From an optimization exercise on the open Yosys and OpenROAD flow, aimed at small area; shortcuts taken in it are not production practice.
No functional check of the RTL was part of this run.
No activity file was given, so power comes from the tool's default toggle rates.

File: config.mk
export PLATFORM = sky130hd
export DESIGN_NAME = pwm_ppm_core
export DESIGN_NICKNAME = pwm_ppm_core
export VERILOG_FILES = /design/flow/design.v
export SDC_FILE = /design/flow/constraint.sdc
export NUM_CORES = 4
export LEC_CHECK = 0
export CAP_MARGIN = 20
export CORE_MARGIN = 2
export CORE_UTILIZATION = 40
export SLEW_MARGIN = 20
File: design.v
/*verilator lint_off WIDTH*/
module pwm_ppm_core #(
    parameter integer N_PWM  = 16,      
    parameter integer N_PPM  = 16,      
    parameter integer F      = 1000,    
    parameter integer OFFSET = 100,     
    parameter integer DW_MAX = 65535    
) (
    input  wire              clk,
    input  wire              rst,           
    input  wire              cmd_valid,
    input  wire [31:0]       cmd,
    output reg               rsp_valid,
    output reg  [31:0]       rsp,
    input  wire              pwm_tick,
    output wire [N_PWM-1:0]  pwm_out,
    input  wire              ppm_tick,
    input  wire [15:0]       ppm_sample
);
    localparam [3:0] OP_SETW = 4'h1;
    localparam [3:0] OP_GETW = 4'h2;
    localparam [3:0] OP_INIT = 4'h3;
    localparam [3:0] ST_OK          = 4'h0;
    localparam [3:0] ST_INVALID_CH  = 4'h1;
    localparam [3:0] ST_ILLEGAL     = 4'h2;
    localparam [31:0] ACC_MAX = 32'hFFFF_FFFF;
    reg              pwm_armed;
    reg              ppm_armed;
    reg  [15:0]      fc;
    reg  [N_PWM-1:0] out_q;
    reg  [15:0]      cw  [0:N_PWM-1];
    reg  [15:0]      cp  [0:N_PWM-1];
    reg  [31:0]      acc [0:N_PPM-1];
    reg  [15:0]      dw  [0:N_PPM-1];
    assign pwm_out = out_q;
    wire [3:0]  op  = cmd[31:28];
    wire [3:0]  rsv = cmd[27:24];
    wire [7:0]  ch  = cmd[23:16];
    wire [15:0] val = cmd[15:0];
    wire is_setw = (op == OP_SETW) && (rsv == 4'd0);
    wire is_getw = (op == OP_GETW) && (rsv == 4'd0) && (val == 16'd0);
    wire is_init = (op == OP_INIT) && (cmd[27:0] == 28'd0);
    wire setw_ch_ok = (ch < N_PWM);
    wire getw_ch_ok = (ch < N_PPM);
    wire do_setw = cmd_valid && is_setw && setw_ch_ok;
    wire do_init = cmd_valid && is_init;
    wire signed [16:0] val_s = {val[15], val};
    reg  [15:0] clamped;
    always @(*) begin
        if (val_s < 0)
            clamped = 16'd0;
        else if (val_s > F - 1)
            clamped = F - 1;
        else
            clamped = val;
    end
    reg [31:0] rsp_next;
    always @(*) begin
        if (!(is_setw || is_getw || is_init))
            rsp_next = {ST_ILLEGAL, 28'd0};
        else if (is_setw)
            rsp_next = setw_ch_ok ? {ST_OK, 28'd0} : {ST_INVALID_CH, 28'd0};
        else if (is_getw)
            rsp_next = getw_ch_ok ? {ST_OK, 12'd0, dw[ch[3:0]]} : {ST_INVALID_CH, 28'd0};
        else
            rsp_next = {ST_OK, 28'd0};
    end
    always @(posedge clk) begin
        if (rst) begin
            rsp_valid <= 1'b0;
            rsp       <= 32'd0;
        end else begin
            rsp_valid <= cmd_valid;
            if (cmd_valid)
                rsp <= rsp_next;
        end
    end
    always @(posedge clk) begin
        if (rst) begin
            pwm_armed <= 1'b0;
            ppm_armed <= 1'b0;
        end else if (do_init) begin
            pwm_armed <= 1'b1;
            ppm_armed <= 1'b1;
        end
    end
    wire pwm_act  = pwm_tick && pwm_armed;
    wire boundary = (fc == 16'd0);
    always @(posedge clk) begin
        if (rst) begin
            fc <= 16'd0;
        end else if (pwm_act) begin
            if (boundary)
                fc <= F - 1;
            else
                fc <= fc - 16'd1;
        end
    end
    genvar gp;
    generate
        for (gp = 0; gp < N_PWM; gp = gp + 1) begin : g_pwm
            always @(posedge clk) begin
                if (rst) begin
                    cw[gp]    <= 16'd0;
                    cp[gp]    <= 16'd0;
                    out_q[gp] <= 1'b0;
                end else begin
                    if (do_setw && ch == gp)
                        cw[gp] <= clamped;
                    if (pwm_act) begin
                        if (boundary) begin
                            cp[gp]    <= cw[gp];
                            out_q[gp] <= 1'b0;
                        end else if (cp[gp] != 16'd0) begin
                            cp[gp]    <= cp[gp] - 16'd1;
                            out_q[gp] <= 1'b1;
                        end else begin
                            out_q[gp] <= 1'b0;
                        end
                    end
                end
            end
        end
    endgenerate
    wire ppm_act = ppm_tick && ppm_armed;
    genvar gi;
    generate
        for (gi = 0; gi < N_PPM; gi = gi + 1) begin : g_ppm
            wire [31:0] excess = acc[gi] - OFFSET;
            always @(posedge clk) begin
                if (rst) begin
                    acc[gi] <= 32'd0;
                    dw[gi]  <= 16'd0;
                end else if (ppm_act) begin
                    if (ppm_sample[gi]) begin
                        if (acc[gi] != ACC_MAX)
                            acc[gi] <= acc[gi] + 32'd1;
                    end else begin
                        if (acc[gi] > OFFSET) begin
                            if (excess > DW_MAX)
                                dw[gi] <= DW_MAX;
                            else
                                dw[gi] <= excess[15:0];
                        end
                        acc[gi] <= 32'd0;
                    end
                end
            end
        end
    endgenerate
endmodule
File: constraint.sdc
create_clock -name core_clock -period 10.0 [get_ports {clk}]
set_input_delay 2.0000 -clock core_clock [delete_from_list [all_inputs] [get_ports {clk}]]
set_output_delay 2.0000 -clock core_clock [all_outputs]
set_load 0.01 [all_outputs]
File: run.sh
#!/bin/bash
# synth_recipe.tcl (not shown) runs the flow's synth.tcl, then flattens the netlist and writes it again
# the make line also repeats each setting of config.mk as NAME=value (left out here)
make -C /OpenROAD-flow-scripts/flow DESIGN_CONFIG=/design/flow/config.mk WORK_HOME=/design/flow/orfs CLKGATE_MAP_FILE= SYNTH_SCRIPT=/design/flow/synth_recipe.tcl finish
==> summary.txt <==
==> final cells by class <==
class                      count  area, sq um
antenna                        1        2.502
clock buffer                 212         4307
clock inverter                62        803.3
fill                       16410        91020
inverter                     197        747.0
multi-input combinational   6567        37760
sequential                  1316        26350
tap                         2189         2739
timing repair buffer         182         1634
==> metrics by stage <==
step           power (uW)  setup slack, ns
6_report            11160            4.729
3_5_place_dp         5558            4.033
5_1_grt             11500            4.529
4_1_cts             11280            4.885
2_1_floorplan        5461            5.645
3_3_place_gp         5558            4.124
==> flip-flops by register name (all words and copies together) (netlist names) <==
signal and count:
out_q 16, ppm_armed 1, acc 512, fc 16, cw 240, cp 256
dw 256, rsp 18, rsp_valid 1
==> per-layer routing <==
| metal | track usage (%) | vias to the layer above | part of all wire [%] |
|---|---|---|---|
| li1 | - | 30090 | - |
| met1 | 31.00 | 28880 | 46 |
| met2 | 35.46 | 1667 | 44 |
| met3 | 3.757 | 348 | 6.2 |
| met4 | 9.023 | 0 | 4.0 |
| met5 | 0 | - | 0 |
==> power breakdown <==
part           switching [uW]  internal [uW]  total (uW)
Combinational             161           40.0         201
Sequential              0.175           5240        5240
Clock                    2350           3360        5710
Total                    2510           8640       11200
==> cell usage after synthesis, types with 48 or more instances <==
master	instances	share of area [%]
dfxtp_1	1316	39
nor2_1	1116	6.3
nand2_1	918	5.2
a21oi_1	788	5.9
o21ai_0	572	4.3
clkbuf_1	534	3.0
xnor2_1	378	5.0
nor3_1	340	2.5
nand3_1	309	2.3
xor2_1	272	3.6
inv_1	196	1.1
nand4_1	178	1.7
nor4_1	166	1.6
and3_1	158	1.5
or3_1	133	1.2
a22oi_1	127	1.4
a211oi_1	98	1.1
ha_1	98	1.8
nand2b_1	90	0.84
and4_1	80	1.0
or4_1	74	0.83
a31oi_1	55	0.52
and2_1	48	0.45
==> worst max-delay path, stage by stage <==
cell	delay, ns
clkdlybuf4s50_1	0.55
nand2_4	0.30
buf_4	0.47
a31oi_1	0.72
nor3b_2	0.94
and4_1	0.69
a211oi_1	0.15
==> worst paths after layout <==
check        slack [ns]              startpoint               endpoint
max                4.73                ppm_tick  dw[3][8]$_SDFFE_PP0P_
min                0.45   cw[7][0]$_SDFFE_PP0P_  cw[7][0]$_SDFFE_PP0P_
max reg2reg        5.87  ppm_armed$_SDFFE_PP0P_  dw[3][8]$_SDFFE_PP0P_
min reg2reg        0.45   cw[7][0]$_SDFFE_PP0P_  cw[7][0]$_SDFFE_PP0P_
==> cell families after synthesis <==
| kind of cell | count (synthesis) |
|---|---|
| DFF | 1316 |
| xor gates and xnor gates | 650 |
| buffers and inverters | 797 |
| muxes | 2 |
| other | 1 |
| adders and majority gates | 98 |
| and+or+nand+nor | 3812 |
| AOI/OAI and AO/OA | 1991 |
==> summary.txt <==
Yosys cell types=91; cts bufs inserted=149; worst endpoint required time=around 11 ns; XOR/XNOR Fraction of Synth Area=8.523%; Core Area=roughly 170,000 sq um; initial antenna violation count=3; Clk pin slew, worst setup/hold paths=0.06 ns; PwrDens=about 150 nW/um^2; vias in the first global route=56.14k; die height=412.6 um; Clock Root Buffer=clkbuf_16; TritonCTS clock tree=yes; Yosys warning total=5; worst slew pin tran=around 1.1 ns; initial core utilization=40.39%; dpl cells=10.45k; Die Wd=412.6 um; sequential fraction of the synthesis area=39.44%; first-pass GRT wire length=between 300,000 and 400,000 um; clock latency on the worst-skew pair=~0.81 ns; RSZ-0062 raised after global routing=false; most frequent cells in the layout=dfxtp_1, nor2_1, nand2_1; Layout Utilization=44.95%; final hold vios=0; Synth Area in Adders=1.836%; Pre-Repair DR Iteration Count=6; status=complete, no violations; largest net degree at the start of global routing=210; Finished Cell Area=approximately 74,000 sq um; die area=170,300 sq um; clock sink count=1,316; crit share post-route=52.71%; Post-CTS Resized=0; Syn-to-layout area delta=11.29%; Max Cap Violations=0; hpwl dp=134,700 um; mux cell area share after synthesis=0.02997%; total wire length=199,300 um; Worst Hold Depth=2; Final Net Count=8,564; WHS=0.4476 ns; TNS Setup=0 ns; Top FF cell, synth=dfxtp_1; vias per inst=5.685; Synth Area in Compound Gates=between 10% and 20%; initial drt markers=5,641; Placed Area=approximately 70,000 sq um; layout cells sized above 1=5.670%; syn avg cell area=7.707 sq um; hold_buf cts=0; Post-DRT Antenna Nets=0; Worst setup EP type=register; VDD IR-drop max=0.1821 mV; max-slew violations=0; combinational family with the most area after synthesis=simple AND/OR/NAND/NOR gates; average wire per standard cell=roughly 19 um; clock skew=about 0.029 ns; Congestion Overflow GR=0; minimum clock period=5.271 ns; number of synthesized flops with an enable pin=0; crit path kind=in -> reg; post-synthesis simple-gate area fraction=27.81%; final cell count without fillers=10.73k; setup bufs post-CTS=0; worst min path class=reg -> reg; Synth Instances=8,667; r2r worst-path depth=7; relative slew slack=24.02%; number of synthesized register bits=1,316; Worst Setup Start Kind=input port; Row Count=149; final setup vio count=0; io pins=102; DR DRC count=0; port bufs=87; LEAKAGE=0.02604 uW; aggregate global-route resource usage=between 20% and 30%; CTS Buffer Depth=3; mapped cell area=66,800 sq um; commonest non-fill, non-tap cell in the layout=dfxtp_1; asr flop ratio synth=0%; crit path DAT=5.89 ns; Max Clk Rate=between 150 and 200 MHz; Final Wtd Congestion=approximately 0.95; CP max FO=37; routed vias=60.98k; htree depth=4

==> separate check: timing with driven ports <==
How much do the figures lean on ideal ports? The routed layout below was timed once more, with nothing changed but the port constraints.
Step 1, drivers: a clkbuf_16 drives clk and a buf_2 each remaining input, both assumed.
Step 2, shift: input delay + t, output delay - t, t = (earliest + latest rising clock arrival at the registers) / 2. This alone moves slack from input paths to output paths.
Three values: ideal, step 1, step 2; two values: the first two.
t (ns): 0.876
setup slack, ns: 4.729 / 4.785 / 3.909
hold slack, ns: 0.448 / 0.448 / 0.448
After both steps setup and hold are still met in this run. The setup slack of this run moves by +0.056 ns with the drivers and by -0.820 ns with both steps.
